From an optimization exercise on the open Yosys and OpenROAD flow, aimed at small area; shortcuts taken in it are not production practice.
Only simulation tests tie the RTL to the original design; equivalence was not proved.
Power and IR drop assume default switching activity.

`design.v`:
```
module fbw_fa (
    input  wire a,
    input  wire b,
    input  wire c,
    output wire s,
    output wire co
);
    assign s  = a ^ b ^ c;
    assign co = (a & b) | (c & (a ^ b));
endmodule
module fbw_ha (
    input  wire a,
    input  wire b,
    output wire s,
    output wire co
);
    assign s  = a ^ b;
    assign co = a & b;
endmodule
module fbw_add #(
    parameter integer W = 8
) (
    input  wire [W-1:0] a,
    input  wire [W-1:0] b,
    input  wire         ci,
    output wire [W-1:0] s,
    output wire         co
);
    wire [W:0] c;
    assign c[0] = ci;
    genvar i;
    generate
        for (i = 0; i < W; i = i + 1) begin : g_bit
            fbw_fa u_fa (.a(a[i]), .b(b[i]), .c(c[i]), .s(s[i]), .co(c[i+1]));
        end
    endgenerate
    assign co = c[W];
endmodule
module fbw_lcb (
    input  wire        clk,
    input  wire        rst,
    input  wire        rx_valid,
    input  wire [7:0]  rx_data,
    output wire        pkt_valid,
    output wire [15:0] pkt_axisX,
    output wire [15:0] pkt_axisY,
    output wire [7:0]  pkt_button,
    output wire [1:0]  fs_diag,
    input  wire        pl_valid,
    input  wire [7:0]  pl_len,
    input  wire [39:0] pl_data,
    output wire        upk_valid,
    output wire [15:0] upk_axisX,
    output wire [15:0] upk_axisY,
    output wire [7:0]  upk_button,
    output wire [1:0]  pl_diag,
    input  wire        poll,
    input  wire [31:0] now,
    output wire [39:0] servo_angle,
    output wire        servo_upd,
    output wire        failsafe
);
    localparam [7:0] SENTINEL = 8'hAA;
    reg [2:0] fill;                      
    reg [7:0] b1, b2, b3, b4, b5;        
    reg [7:0] sum;                       
    wire idle = (fill == 3'd0);
    wire last = (fill == 3'd6);
    wire take = !rst && rx_valid;
    wire ok   = (sum == rx_data);
    assign pkt_axisX  = {b2, b1};
    assign pkt_axisY  = {b4, b3};
    assign pkt_button = b5;
    assign pkt_valid  = take && last && ok;
    assign fs_diag    = {take && last && !ok, take && idle && (rx_data != SENTINEL)};
    always @(posedge clk) begin
        if (rst)
            fill <= 3'd0;
        else if (rx_valid) begin
            if (idle)
                fill <= (rx_data == SENTINEL) ? 3'd1 : 3'd0;
            else if (last)
                fill <= 3'd0;
            else
                fill <= fill + 3'd1;
        end
    end
    always @(posedge clk) begin
        if (rx_valid) begin
            b1 <= b2;
            b2 <= b3;
            b3 <= b4;
            b4 <= b5;
            b5 <= rx_data;
        end
    end
    wire [7:0] sa = sum & {8{!idle}};
    wire [7:0] sb = rx_data & {8{rx_valid && !idle}};
    wire [7:0] sum_n;
    wire       sc1, sum_co;
    fbw_ha u_sum0 (.a(sa[0]), .b(sb[0]), .s(sum_n[0]), .co(sc1));
    fbw_add #(.W(7)) u_sum (.a(sa[7:1]), .b(sb[7:1]), .ci(sc1), .s(sum_n[7:1]), .co(sum_co));
    always @(posedge clk)
        sum <= sum_n;
    localparam [7:0] PAYLOAD_LEN = 8'd5;
    wire pl_take = !rst && pl_valid;
    assign upk_valid  = pl_take && (pl_len == PAYLOAD_LEN);
    assign pl_diag    = (pl_take && (pl_len != PAYLOAD_LEN)) ? 2'd3 : 2'd0;
    assign upk_axisX  = pl_data[15:0];
    assign upk_axisY  = pl_data[31:16];
    assign upk_button = pl_data[39:32];
    reg        lk, qf;
    reg [31:0] last_ts;
    reg [6:0]  ax, ay;
    wire [6:0] mx, my;
    genvar k;
    generate
        for (k = 0; k < 2; k = k + 1) begin : g_map
            wire [15:0] raw = k ? upk_axisY : upk_axisX;
            wire [6:0]  angle;
            wire        s = raw[15];
            wire [17:0] u;
            wire        uc3;
            assign u[1:0] = raw[1:0];
            fbw_ha u_u2 (.a(raw[2]), .b(raw[0]), .s(u[2]), .co(uc3));
            fbw_add #(.W(14)) u_u (.a({s, raw[15:3]}), .b(raw[14:1]), .ci(uc3),
                                   .s(u[16:3]), .co(u[17]));
            wire [21:0] p;
            wire        pc4;
            assign p[2:0] = u[2:0];
            fbw_ha u_p3 (.a(u[3]), .b(u[0]), .s(p[3]), .co(pc4));
            fbw_add #(.W(17)) u_p (.a({s, s, s, u[17:4]}), .b(u[17:1]), .ci(pc4),
                                   .s(p[20:4]), .co(p[21]));
            wire [6:0] q = p[21:15];
            wire [5:0] ys;
            wire       yc;
            fbw_add #(.W(6)) u_y (.a(p[5:0]), .b(q[5:0]), .ci(!s), .s(ys), .co(yc));
            wire c_pos = (&p[14:6]) & yc;
            wire c_neg = (|p[14:6]) | (yc & (|ys));
            wire c     = s ? c_neg : c_pos;
            assign angle = q + 7'd90 + {6'd0, c};
            if (k) begin : g_y
                assign my = angle;
            end else begin : g_x
                assign mx = angle;
            end
        end
    endgenerate
    wire [9:0]  el;
    wire        el_nb;       
    wire [21:0] eh;
    wire        eh_co;
    fbw_add #(.W(10)) u_el (.a(now[9:0]), .b(~last_ts[9:0]), .ci(1'b1), .s(el), .co(el_nb));
    fbw_add #(.W(22)) u_eh (.a(now[31:10]), .b(~last_ts[31:10]), .ci(1'b1), .s(eh), .co(eh_co));
    wire hi_zero = !(|eh[21:1]) && (eh[0] ^ el_nb);
    wire expired = !hi_zero || (el > 10'd800);
    wire force_n = poll && !upk_valid && (qf ? lk : expired);
    assign servo_upd = !rst && (upk_valid || force_n);
    assign failsafe  = rst || (!upk_valid && (lk || force_n));
    always @(posedge clk) begin
        lk <= failsafe;
        if (rst)
            qf <= 1'b1;
        else if (upk_valid)
            qf <= !poll;
        else if (poll)
            qf <= qf && lk;
    end
    always @(posedge clk) begin
        if (upk_valid) begin
            ax <= mx;
            ay <= my;
        end else if (rst || force_n) begin
            ax <= 7'd90;
            ay <= 7'd90;
        end
    end
    always @(posedge clk) begin
        if (upk_valid)
            last_ts <= now;
    end
    wire [7:0] a0 = {ax[6:3] == 4'd0, ax};
    wire [7:0] a2 = {ay[6:3] == 4'd0, ay};
    assign servo_angle = {a2, a2, a2, 8'd180 - a0, a0};
endmodule
```
`flow/run.sh`:
```
#!/bin/bash
set -euo pipefail
export BUFFER_PORTS_ARGS="-buffer_cell sky130_fd_sc_hd__buf_1"
export CTS_ARGS="-sink_clustering_enable -repair_clock_nets -dont_use_dummy_load -buf_list sky130_fd_sc_hd__clkbuf_8 -sink_clustering_size 25 -sink_clustering_max_diameter 150"
bash standard.sh > standard.log 2>&1
```
`standard.sh`:
```
#!/bin/bash
# synth_recipe.tcl (not shown) runs the flow's synth.tcl, then flattens the netlist and writes it again
# the make line also repeats each setting of config.mk as NAME=value (left out here)
make -C /OpenROAD-flow-scripts/flow DESIGN_CONFIG=/design/flow/config.mk WORK_HOME=/design/flow/orfs CLKGATE_MAP_FILE= SYNTH_SCRIPT=/design/flow/synth_recipe.tcl "${@:-finish}"
```
`config.mk`:
```
export PLATFORM = sky130hd
export DESIGN_NAME = fbw_lcb
export DESIGN_NICKNAME = fbw_lcb
export VERILOG_FILES = /design/flow/design.v
export SDC_FILE = /design/flow/constraint.sdc
export NUM_CORES = 4
export LEC_CHECK = 0
export CAP_MARGIN = 20
export CORE_MARGIN = 2
export CORE_UTILIZATION = 70
export SLEW_MARGIN = 20
export SYNTH_HIERARCHICAL = 1
```
`constraint.sdc`:
```
create_clock -name core_clock -period 25.0 [get_ports {clk}]
set_input_delay 5.0000 -clock core_clock [delete_from_list [all_inputs] [get_ports {clk}]]
set_output_delay 5.0000 -clock core_clock [all_outputs]
set_load 0.01 [all_outputs]
```
==> metrics.md, run 1 <==
| Metric | Value |
|---|---|
| Footprint of the multi-input gates | `0.00334 mm²` |
| Worst R2R Start | `last_ts[10]` |
| RSZ-0062 raised after global routing | `no` |
| Worst Hold End | `b3[5]` |
| Clk root buf | `clkbuf_8` |
| CTS Buf Count | `9` |
| Netlist cell types | `42` |
| # H-tree levels | `3` |
| Slew Viols, Final | `0` |
| CTS Sinks | `99` |
| Synth top area share | `37.9%` |
| Share of layout cells above drive strength 1 | `2.84%` |
| Vias per inst | `5.39` |
| Total congestion overflow | `0` |
| Min-delay src | `b4[5]` |
| Status | `timing/DRC/antenna clean` |
| Ys Warns | `7` |
| Hpwl dp | `10600 µm` |
| Leakage | `2.71 nW` |
| Period utilization | `79.8%` |
| Comb power frac | `43.0%` |
| Mapped Area | `0.00681 mm²` |
| Met2 Wirelength | `6470 µm` |
| All-Layer GR Usage | `25.3%` |
| Die Ht | `103 µm` |
| Synth top area cells | `edfxtp_1 38%, fa_1 33%, buf_4 6.4%, dfxtp_1 3.8%, inv_1 2.3%` |
| Post-synthesis register bit count | `99` |
| Clock latency (worst-skew pair) | `0.37 ns` |
| Slew headroom | `56.8%` |
| R2r endpoint | `ax[2]` |
| VDD IR max | `33.5 µV` |
| Mapped Cells | `479` |
| Metal3 WL | `943 µm` |
| Area Growth Syn to Fin | `9.00%` |
| Clk pwr share | `16.8%` |
| Reg area | `0.00284 mm²` |
| Routed Wire Length | `12600 µm` |
| Hold Crit Depth | `0` |
| Fin. Hold Viols | `0` |
| Initial antenna violation count | `0` |
| I/O Pins | `221` |
| Clock buffer depth | `2` |
| Number of global-route vias before repair | `4233` |
| Core ar. | `0.00933 mm²` |
| Endpoints failing setup | `0` |
| EDFF count, synth | `86` |
| Synth async-reset ratio | `0%` |
| Critical path peak fanout | `3` |
| Predominant post-synthesis flop cell | `edfxtp_1` |
| Least-Margin Pin Slew | `0.646 ns` |
| Finished Cell Area | `0.00742 mm²` |
| Drt pass-1 iters | `4` |
| Inst Count DP | `753` |
| Via Count | `4110` |
| DRC viols | `0` |
| Largest net degree at the start of global routing | `56` |
| Fillers | `612` |
| Max Fclk | `50.1 MHz` |
| Final ANT Viol Nets | `0` |
| IO buf count | `204` |
| First-pass GRT wire length | `19900 µm` |
| Metal-1 WL | `5030 µm` |
| Highest Signal Layer | `met4` |
| PD cells | `62.6 mW/mm²` |
| Post-CTS setup buffer count | `0` |
| 1st-iter DRT viols | `133` |
| Max-cap viol count | `0` |
| Finished Layout Cells | `762` |
| Die Span X | `103 µm` |
| Die area | `0.0105 mm²` |
| R2R setup slack | `14.14 ns` |
| Sequential-to-total area share from yosys stat | `41.7%` |
| CTS tree | `done` |
| Post-CTS Hold Buffers | `0` |
| Data required time of the critical path | `20.00 ns` |
| WP data arrival | `14.95 ns` |
| Number of diodes | `0` |
| Worst hold path type | `reg -> reg` |
| Final min period | `19.95 ns` |
| Clk slew on worst S/H paths | `0.10 ns` |
| NetSw | `159 µW` |
| CP Class | `in -> out` |
| Setup Skew | `0.0377 ns` |
| DR WL/cell | `16.6 µm` |
| Sw Share | `34.1%` |
| Fin nets | `851` |
| Routability cong. | `0.816` |
| Mean Syn Cell Area | `14.2 µm²` |
| Total Power | `465 µW` |
| CP Capture Type | `primary output` |
| Row Count | `35` |
| Post-CTS resize count | `0` |
| Setup TNS | `0 ns` |
| CP Launch Point | `now[10]` |
| Post-synth top area cell | `edfxtp_1` |
| P_int | `306 µW` |
| Starting Density | `73.0%` |
| Most common cell in the netlist | `fa_1` |
| Sequential Power Share | `40.3%` |
| FF-to-FF path depth | `27` |
| Critical path startpoint category | `input port` |
| Commonest cells in the netlist | `113 x fa_1, 86 x edfxtp_1, 58 x buf_4` |
| Placement Cell Area | `0.00730 mm²` |
## per-module statistics from Yosys, one instance, submodules excluded, a selection
module,cell area (µm²),times used,cells
fbw_fa,20.0,113,1
fbw_ha,12.5,5,1
fbw_lcb,4490,1,361
## cell families after synthesis
family | Yosys count | share of synthesized area (%)
fa+ha+maj | 123 | 35.1
buf+inv | 106 | 9.20
simple gates | 103 | 8.87
flops | 99 | 41.7
compound gates | 27 | 2.50
xor+xnor | 20 | 2.57
other cells | 1 | 0.0551
## worst max-delay path, cell delays in order
cell and delay [ns]:
buf_1 0.10, fa_1 0.43, fa_1 0.39, fa_1 0.42, fa_1 0.41, fa_1 0.40
fa_1 0.39, fa_1 0.39, fa_1 0.39, fa_1 0.38, fa_1 0.41, fa_1 0.40
fa_1 0.39, fa_1 0.40, fa_1 0.39, fa_1 0.39, fa_1 0.40, fa_1 0.39
fa_1 0.41, fa_1 0.42, fa_1 0.39, fa_1 0.40, fa_1 0.44, nor3_1 0.15
nand3_1 0.12, o31ai_1 0.41, a21oi_1 0.16, buf_1 0.15
## through the flow
stage	util, %	hold WS [ns]	worst slack [ns]
CTS	79.6	0.443	5.03
finish	79.6	0.445	5.05
global route	79.6	0.459	4.71
floorplan	-	0.469	5.86
global placement	78.3	0.429	5.32
detailed placement	78.3	0.432	5.03
## power groups by stage
stage	registers (mW)	logic, mW	clock network, mW
after floorplan	0.193	0.149	0
after global placement	0.191	0.191	0
after detailed placement	0.191	0.202	0
after CTS	0.187	0.203	0.0799
after global routing	0.188	0.234	0.0851
final	0.187	0.200	0.0779
## layout by cell type (no fill, tap or decap), types with 2 or more instances in the layout
master      n
a21oi_1     7
a311oi_1    2
a31oi_1     3
and2_1     10
and3_1      8
buf_1     203
buf_4       3
clkbuf_8    9
conb_1      2
dfxtp_1    13
edfxtp_1   86
fa_1      113
ha_1       10
inv_1      42
nand2_1    17
nand2b_1    3
nand3_1     4
nand3b_1    2
nand4_1     7
nand4b_1    2
nor2_1     13
nor2b_1     5
nor3_1     12
nor4_1      7
nor4bb_1    2
o21ai_0     6
o31ai_1     5
or3_1       2
or4_1       4
xnor2_1    15
xor2_1      5
## worst max-delay path by stage
stage	endpoint	cells past startpoint
5_1_grt	failsafe	28
3_5_place_dp	servo_upd	28
6_report	servo_upd	28
4_1_cts	servo_upd	28
2_1_floorplan	failsafe	26
3_3_place_gp	servo_upd	28
## state kept, by name (all words and copies together), names as in the netlist
name / count
ax: 7
sum: 8
b2: 8
fill: 3
lk: 1
b1: 8
last_ts: 32
b5: 8
b4: 8
ay: 7
qf: 1
b3: 8
## per-layer routing
layer | global-route usage, % | vias to the layer above
met4 | 6.67 | 0
met1 | 34.1 | 2048
met3 | 5.42 | 19
li1 | - | 1869
met5 | 0 | -
met2 | 42.7 | 174
## layout make-up
type	instances	area share (%)
clock buffers	9	1.67
well taps	129	2.17
multi-input cells	275	45.1
inverters	43	2.17
repair buffers	207	10.6
flip-flops and latches	99	38.3
==> run 2: changes to the inputs <==
==> flow/run.sh (replaced) <==
#!/bin/bash
set -euo pipefail
export BUFFER_PORTS_ARGS="-buffer_cell sky130_fd_sc_hd__buf_1"
export CTS_ARGS="-sink_clustering_enable -repair_clock_nets -dont_use_dummy_load -buf_list sky130_fd_sc_hd__clkbuf_16 -sink_clustering_size 50 -sink_clustering_max_diameter 300"
bash standard.sh > standard.log 2>&1
==> run 2 against run 1 <==
  * Sequential share of layout area shrank 0.52 points
  * Largest power group unchanged
  * Combinational power hardly changed
  * Count of clock-buffer cells in the layout unchanged
  * Still clean on timing, DRC and antenna
  * Sequential power barely moved
  * Final area increased by 1.4%
  * Utilization rose by 1.1 points
  * Synthesized area unchanged
  * Largest cell class unchanged
==> metrics.md, run 2 <==
| Metric | Value |
|---|---|
| End of the critical path | `servo_upd` |
| Row Count | `35 (unchanged)` |
| Core ar. | `0.00933 mm² (unchanged)` |
| Post-synthesis register bit count | `99 (unchanged)` |
| Hold Slack | `0.441 ns (-0.00316 ns)` |
| Setup TNS | `0 ns (unchanged)` |
| I/O Pins | `221 (unchanged)` |
| EDFF count, synth | `86 (unchanged)` |
| VDD IR max | `34.2 µV (+2.2%)` |
| Pre-CTS setup slack | `5.03 ns (unchanged)` |
| Hpwl dp | `10600 µm (unchanged)` |
| Mapped Area | `0.00681 mm² (unchanged)` |
| Buf+Inv Stages, Crit Path | `2 (unchanged)` |
| Synth top area cells | `edfxtp_1 38%, fa_1 33%, buf_4 6.4%, dfxtp_1 3.8%, inv_1 2.3%` |
| Clk slew on worst S/H paths | `0.07 ns (-0.03 ns)` |
| Synth Area in Adders | `35.1% (unchanged)` |
| Number of diodes | `0 (unchanged)` |
| Final ANT Viol Nets | `0 (unchanged)` |
| Starting Density | `73.0% (unchanged)` |
| R2R setup slack | `14.09 ns (-0.05 ns)` |
| Clock latency (worst-skew pair) | `0.34 ns (-0.03 ns)` |
| Setup Skew | `0.0229 ns (-0.0148 ns)` |
| Inst Count DP | `753 (unchanged)` |
| Finished Cell Area | `0.00752 mm² (+1.4%)` |
| Slew headroom | `55.7% (-1.1 points)` |
| Most common cell after layout, fill and taps aside | `buf_1` |
| Final core occ | `80.7% (+1.1 points)` |
| Largest net degree at the start of global routing | `56 (unchanged)` |
| RSZ-0062 raised after global routing | `no` |
| Vias per inst | `5.43 (+0.73%)` |
| Most common cell in the netlist | `fa_1` |
| Worst R2R Start | `last_ts[10]` |
| Routed Wire Length | `12800 µm (+1.4%)` |
| Endpoints failing setup | `0 (unchanged)` |
| Fin nets | `851 (unchanged)` |
| Worst stage delay on the critical path | `0.44 ns (about the same)` |
| Area Growth Syn to Fin | `10.5%` |
| Sequential-to-total area share from yosys stat | `41.7% (unchanged)` |
| Post-CTS resize count | `0 (unchanged)` |
| R2r endpoint | `ax[2]` |
| Critical path peak fanout | `3 (unchanged)` |
| First-pass GRT wire length | `20400 µm (+2.3%)` |
| Mean Syn Cell Area | `14.2 µm² (unchanged)` |
| PD cells | `66.8 mW/mm² (+6.7%)` |
| Multiplexer share of the synthesized area | `0% (unchanged)` |
| Min-delay src | `b4[5]` |
| Finished Layout Cells | `762 (unchanged)` |
| Share of layout cells above drive strength 1 | `2.84% (unchanged)` |
| Die Ht | `103 µm (unchanged)` |
| Post-synth top area cell | `edfxtp_1` |
| Clk root buf | `clkbuf_16` |
| Data required time of the critical path | `20.00 ns (about the same)` |
| Post-CTS Hold Buffers | `0 (unchanged)` |
| Critical-path top delay cell | `fa_1` |
| Compound-Gate Fraction of Synth Area | `2.50% (unchanged)` |
| IO buf count | `204 (unchanged)` |
| XOR/XNOR Fraction of Synth Area | `2.57% (unchanged)` |
| CP Class | `in -> out` |
| Synth top area share | `37.9% (unchanged)` |
| Largest register by flop count | `last_ts` |
| Netlist cell types | `42 (unchanged)` |
| Initial antenna violation count | `0 (unchanged)` |
| Synth async-reset ratio | `0% (unchanged)` |
| Max reg flops | `32 (unchanged)` |
| Max Fclk | `50.0 MHz (-0.17%)` |
| Leakage | `2.75 nW (+1.7%)` |
| Total congestion overflow | `0 (unchanged)` |
| # H-tree levels | `3 (unchanged)` |
| Critical path startpoint category | `input port` |
| Number of global-route vias before repair | `4246 (+0.31%)` |
| Synth Area in Simple Gates | `8.87% (unchanged)` |
| WP data arrival | `14.98 ns (+0.03 ns)` |
| Commonest non-fill, non-tap cells in the layout | `203 x buf_1, 113 x fa_1, 86 x edfxtp_1` |
| Largest family of logic cells by synthesized area | `adder cells` |
| Number of stages on the worst setup path | `28 (unchanged)` |
| Crit path max-delay family | `adder cells` |
| DR WL/cell | `16.8 µm (+1.4%)` |
| Final min period | `19.98 ns (+0.0334 ns)` |
| Least-Margin Pin Slew | `0.663 ns (+0.0163 ns)` |
| CP Capture Type | `primary output` |
| Predominant post-synthesis flop cell | `edfxtp_1` |
| Mapped Cells | `479 (unchanged)` |
| Critical path's most frequent cell | `fa_1` |
| Setup ws final | `5.02 ns (-0.0334 ns)` |
| CTS Sinks | `99 (unchanged)` |
| Die area | `0.0105 mm² (unchanged)` |
| Placement Cell Area | `0.00730 mm² (unchanged)` |
| Worst hold path type | `reg -> reg` |
| 1st-iter DRT viols | `140 (+5.3%)` |
| Period utilization | `79.9% (+0.13 points)` |
| Drt pass-1 iters | `4 (unchanged)` |
| Fin. Hold Viols | `0 (unchanged)` |
| Post-CTS setup buffer count | `0 (unchanged)` |
| Max-cap viol count | `0 (unchanged)` |
| Slew Viols, Final | `0 (unchanged)` |
| Ys Warns | `7 (unchanged)` |
| Clock buffer depth | `2 (unchanged)` |
| DRC viols | `0 (unchanged)` |
| Total Power | `503 µW (+8.1%)` |
| FF-to-FF path depth | `27 (unchanged)` |
| All-Layer GR Usage | `25.9% (+0.68 points)` |
| Die Span X | `103 µm (unchanged)` |
| CTS Buf Count | `9 (unchanged)` |
| CTS tree | `done` |
| Commonest cells in the netlist | `113 x fa_1, 86 x edfxtp_1, 58 x buf_4` |
| Via Count | `4140 (+0.73%)` |
| Routability cong. | `0.816 (unchanged)` |
| Status | `timing/DRC/antenna clean` |
| CP Launch Point | `now[10]` |
## run 2: cell counts after synthesis
Identical to the previous run, type by type.
## run 2: worst min-delay path by stage
stage	to	slack [ns]	cells past startpoint
after floorplan	fill[2]	0.47	2
after global placement	b2[5]	0.43	0
after detailed placement	b1[5]	0.43	0
after CTS	b3[5]	0.44	0
after global routing	b1[5]	0.46	0
final	b3[5]	0.44	0
## run 2: layout make-up
cell class / count / area [µm²]
multi-input combinational: 275 / 3340
sequential: 99 / 2840
fill: 590 / 1800
timing repair buffer: 207 / 790
clock buffer: 9 / 225
inverter: 43 / 161
tap: 129 / 161
## run 2: layer usage
| layer | up-vias | track usage [%] | share of wire, % | wire, µm |
|---|---|---|---|---|
| met2 | 165 | 44.3 | 52 | 6700 |
| met4 | 0 | 6.67 | 1.7 | 220 |
| met3 | 20 | 4.54 | 6.7 | 865 |
| met1 | 2081 | 35.3 | 39 | 5030 |
| met5 | - | 0 | 0 | 0 |
| li1 | 1874 | - | - | - |
## run 2: worst register-to-register path, stage by stage (launching register included)
cell and delay [ns]:
edfxtp_1 0.32, inv_1 0.05, fa_1 0.40, fa_1 0.39, fa_1 0.44, fa_1 0.42
fa_1 0.41, fa_1 0.39, fa_1 0.39, fa_1 0.39, fa_1 0.38, fa_1 0.41
fa_1 0.40, fa_1 0.39, fa_1 0.39, fa_1 0.40, fa_1 0.39, fa_1 0.40
fa_1 0.40, fa_1 0.41, fa_1 0.42, fa_1 0.39, fa_1 0.40, fa_1 0.44
nor3_1 0.15, nand3_1 0.12, o31ai_1 0.42, nand3b_1 0.56
## run 2: cells by family (layout without fill, tap and decap cells)
logic type,Yosys count,count (layout)
and+or+nand+nor,103,103
other,1,2
AOI/OAI and AO/OA,27,27
DFF,99,99
adders and majority gates,123,123
xor gates and xnor gates,20,20
buffers and inverters,106,259
## run 2: modules after synthesis (local to each module, per instance), excerpt
module	flops+latches	cells inside
fbw_ha	0	1
fbw_fa	0	1
fbw_lcb	99	361
## run 2: report_power, final
part	switching, mW	internal [mW]
clock network	0.0504	0.0634
registers	0.00249	0.185
logic	0.112	0.0898
==> run 3: changes to the inputs <==
==> flow/run.sh (replaced) <==
#!/bin/bash
set -euo pipefail
export BUFFER_PORTS_ARGS="-buffer_cell sky130_fd_sc_hd__buf_1"
export CTS_ARGS="-sink_clustering_enable -repair_clock_nets -dont_use_dummy_load -buf_list sky130_fd_sc_hd__clkbuf_8"
bash standard.sh > standard.log 2>&1
==> run 3 against run 2 <==
  * Clock skew increased by 0.015 ns
  * Combinational power barely moved
  * Final area fell by 1.3%
  * Sequential cell count did not move
  * Utilization down 1.1 points
  * Critical path type unchanged
  * Register-to-register slack improved by 0.05 ns
  * Hold slack better by 0.0032 ns
  * Die area did not move
  * Still clean
  * Critical endpoint unchanged
  * Synthesized cell count unchanged
==> metrics.md, run 3 <==
| Metric | Value |
|---|---|
| Status | `timing/DRC/antenna clean` |
| PD cells | `62.6 mW/mm² (-6.3%)` |
| R2R setup slack | `14.14 ns (+0.05 ns)` |
| Critical path peak fanout | `3 (unchanged)` |
| Synth top area cells | `edfxtp_1 38%, fa_1 33%, buf_4 6.4%, dfxtp_1 3.8%, inv_1 2.3%` |
| Setup TNS | `0 ns (unchanged)` |
| Critical path startpoint category | `input port` |
| Max reg flops | `32 (unchanged)` |
| I/O Pins | `221 (unchanged)` |
| Largest net degree at the start of global routing | `56 (unchanged)` |
| Synth top area share | `37.9% (unchanged)` |
| Number of diodes | `0 (unchanged)` |
| Netlist cell types | `42 (unchanged)` |
| Die Ht | `103 µm (unchanged)` |
| Max Fclk | `50.1 MHz (+0.17%)` |
| Number of global-route vias before repair | `4233 (-0.31%)` |
| First-pass GRT wire length | `19900 µm (-2.3%)` |
| Slew headroom | `56.8% (+1.1 points)` |
| Share of layout cells above drive strength 1 | `2.84% (unchanged)` |
| Largest register by flop count | `last_ts` |
| Row Count | `35 (unchanged)` |
| Post-synth top area cell | `edfxtp_1` |
| DRC viols | `0 (unchanged)` |
| Mapped Area | `0.00681 mm² (unchanged)` |
| Data required time of the critical path | `20.00 ns (about the same)` |
| Critical-path top delay cell | `fa_1` |
| Max-cap viol count | `0 (unchanged)` |
| Clk slew on worst S/H paths | `0.10 ns (+0.03 ns)` |
| CTS Sinks | `99 (unchanged)` |
| Critical path's most frequent cell | `fa_1` |
| Initial antenna violation count | `0 (unchanged)` |
| 1st-iter DRT viols | `133 (-5.0%)` |
| Period utilization | `79.8% (-0.13 points)` |
| Area Growth Syn to Fin | `9.00%` |
| Commonest non-fill, non-tap cells in the layout | `203 x buf_1, 113 x fa_1, 86 x edfxtp_1` |
| Least-Margin Pin Slew | `0.646 ns (-0.0163 ns)` |
| Predominant post-synthesis flop cell | `edfxtp_1` |
| Sequential-to-total area share from yosys stat | `41.7% (unchanged)` |
| IO buf count | `204 (unchanged)` |
| Drt pass-1 iters | `4 (unchanged)` |
| # H-tree levels | `3 (unchanged)` |
| Most common cell in the netlist | `fa_1` |
| Mapped Cells | `479 (unchanged)` |
| CP Class | `in -> out` |
| Fin. Hold Viols | `0 (unchanged)` |
| Ys Warns | `7 (unchanged)` |
| CP Capture Type | `primary output` |
| Clock buffer depth | `2 (unchanged)` |
| Worst R2R Start | `last_ts[10]` |
| Final ANT Viol Nets | `0 (unchanged)` |
| Clock latency (worst-skew pair) | `0.37 ns (+0.03 ns)` |
| RSZ-0062 raised after global routing | `no` |
| Core ar. | `0.00933 mm² (unchanged)` |
| Pre-CTS setup slack | `5.03 ns (unchanged)` |
| Synth async-reset ratio | `0% (unchanged)` |
| Min-delay src | `b4[5]` |
| Setup ws final | `5.05 ns (+0.0334 ns)` |
| Fillers | `612 (+3.7%)` |
| Worst stage delay on the critical path | `0.44 ns (about the same)` |
| CP Launch Point | `now[10]` |
| Routed Wire Length | `12600 µm (-1.3%)` |
| Post-CTS setup buffer count | `0 (unchanged)` |
| Vias per inst | `5.39 (-0.72%)` |
| Leakage | `2.71 nW (-1.7%)` |
| WP data arrival | `14.95 ns (-0.03 ns)` |
| Clk root buf | `clkbuf_8` |
| Setup Skew | `0.0377 ns (+0.0148 ns)` |
| Hpwl dp | `10600 µm (unchanged)` |
| VDD IR max | `33.5 µV (-2.2%)` |
| DR WL/cell | `16.6 µm (-1.3%)` |
| Routability cong. | `0.816 (unchanged)` |
| Die Span X | `103 µm (unchanged)` |
| Fin nets | `851 (unchanged)` |
| Die area | `0.0105 mm² (unchanged)` |
| CTS tree | `done` |
| Most common cell after layout, fill and taps aside | `buf_1` |
| Endpoints failing setup | `0 (unchanged)` |
| Starting Density | `73.0% (unchanged)` |
| CTS Buf Count | `9 (unchanged)` |
| Slew Viols, Final | `0 (unchanged)` |
| Via Count | `4110 (-0.72%)` |
| Post-CTS resize count | `0 (unchanged)` |
| Commonest cells in the netlist | `113 x fa_1, 86 x edfxtp_1, 58 x buf_4` |
| Mean Syn Cell Area | `14.2 µm² (unchanged)` |
| Post-CTS Hold Buffers | `0 (unchanged)` |
| Final min period | `19.95 ns (-0.0334 ns)` |
| Total congestion overflow | `0 (unchanged)` |
| EDFF count, synth | `86 (unchanged)` |
| Worst hold path type | `reg -> reg` |
| Post-synthesis register bit count | `99 (unchanged)` |
| All-Layer GR Usage | `25.3% (-0.68 points)` |
## run 3: cell counts after synthesis
No cell type changed its count.
## run 3: final cells by class
class / instances / area, µm² / area share, %
Multi-Input combinational cell: 275 / 3340 / 45.1
Sequential cell: 99 / 2840 / 38.3
Timing Repair Buffer: 207 / 790 / 10.6
Inverter: 43 / 161 / 2.17
Tap cell: 129 / 161 / 2.17
Clock buffer: 9 / 124 / 1.67
## run 3: per-layer routing
layer  routed length (µm)  track usage (%)  part of all wire, %  up-vias
li1                     -                -                    -     1869
met1                 5030             34.1                   40     2048
met2                 6470             42.7                   51      174
met3                  943             5.42                  7.5       19
met4                  195             6.67                  1.5        0
met5                    0                0                    0        -
## run 3: worst paths after layout
| kind | to | depth (start not counted) |
|---|---|---|
| worst min-delay path | b3[5] | 0 |
| worst max-delay path | servo_upd | 28 |
| worst min register to register | b3[5] | 0 |
| worst max register to register | ax[2] | 27 |
## run 3: stage by stage
step / utilization (%) / instance area (µm²) / cells / total power, mW / hold WS, ns
5_1_grt: 79.6 / 7420 / 762 / 0.507 / 0.459
4_1_cts: 79.6 / 7420 / 762 / 0.470 / 0.443
3_5_place_dp: 78.3 / 7300 / 753 / 0.393 / 0.432
3_3_place_gp: 78.3 / 7300 / 753 / 0.381 / 0.429
2_1_floorplan: - / 6810 / 480 / 0.342 / 0.469
6_report: 79.6 / 7420 / 762 / 0.465 / 0.445
## run 3: per-module statistics from Yosys, one instance, submodules excluded, excerpt
module / times used / cells inside / cell area, µm² / flip-flops and latches
fbw_lcb: 1 / 361 / 4490 / 99
fbw_fa: 113 / 1 / 20.0 / 0
fbw_ha: 5 / 1 / 12.5 / 0
## run 3: kinds of logic (layout without fill, tap and decap cells)
family                   after synthesis  in the layout  share of synthesized area (%)
AO/OA/AOI/OAI                         27             27                           2.50
XOR/XNOR                              20             20                           2.57
adder cells (fa/ha/maj)              123            123                           35.1
buffers and inverters                106            259                           9.20
flip-flops                            99             99                           41.7
other                                  1              2                         0.0551
AND/OR/NAND/NOR                      103            103                           8.87
## run 3: worst max-delay path: cells and delay by family
| family | cells | cell delay [ns] |
|---|---|---|
| adder cells (fa/ha/maj) | 22 | 8.83 |
| AO/OA/AOI/OAI | 2 | 0.57 |
| AND/OR/NAND/NOR | 2 | 0.27 |
| buffers and inverters | 2 | 0.25 |
## run 3: power breakdown
part           internal (mW)  switching, mW
registers              0.185        0.00250
logic                 0.0893          0.111
clock network         0.0323         0.0456

port drivers added, routing unchanged:
How much do the figures lean on ideal ports? The routed layouts below were timed once more, with nothing changed but the port constraints. Step 1 assumes that a clkbuf_16 drives the clock port and a buf_2 every other input. Step 2 also shifts input and output timing later by t, the mid clock arrival at the registers, as if the neighbouring blocks saw the same clock. Three values: ideal ports, drivers, drivers and shift; two values: the first two.
run	t, ns	setup WS [ns]	worst setup path after step 2	latest minus earliest clock arrival (ns)
run 1	0.379	5.050 / 5.026 / 5.026	input to output	0.038 / 0.038
run 2	0.367	5.016 / 4.992 / 4.992	input to output	0.023 / 0.024
run 3	0.379	5.050 / 5.026 / 5.026	input to output	0.038 / 0.038
After both steps setup and hold are still met in every run listed.
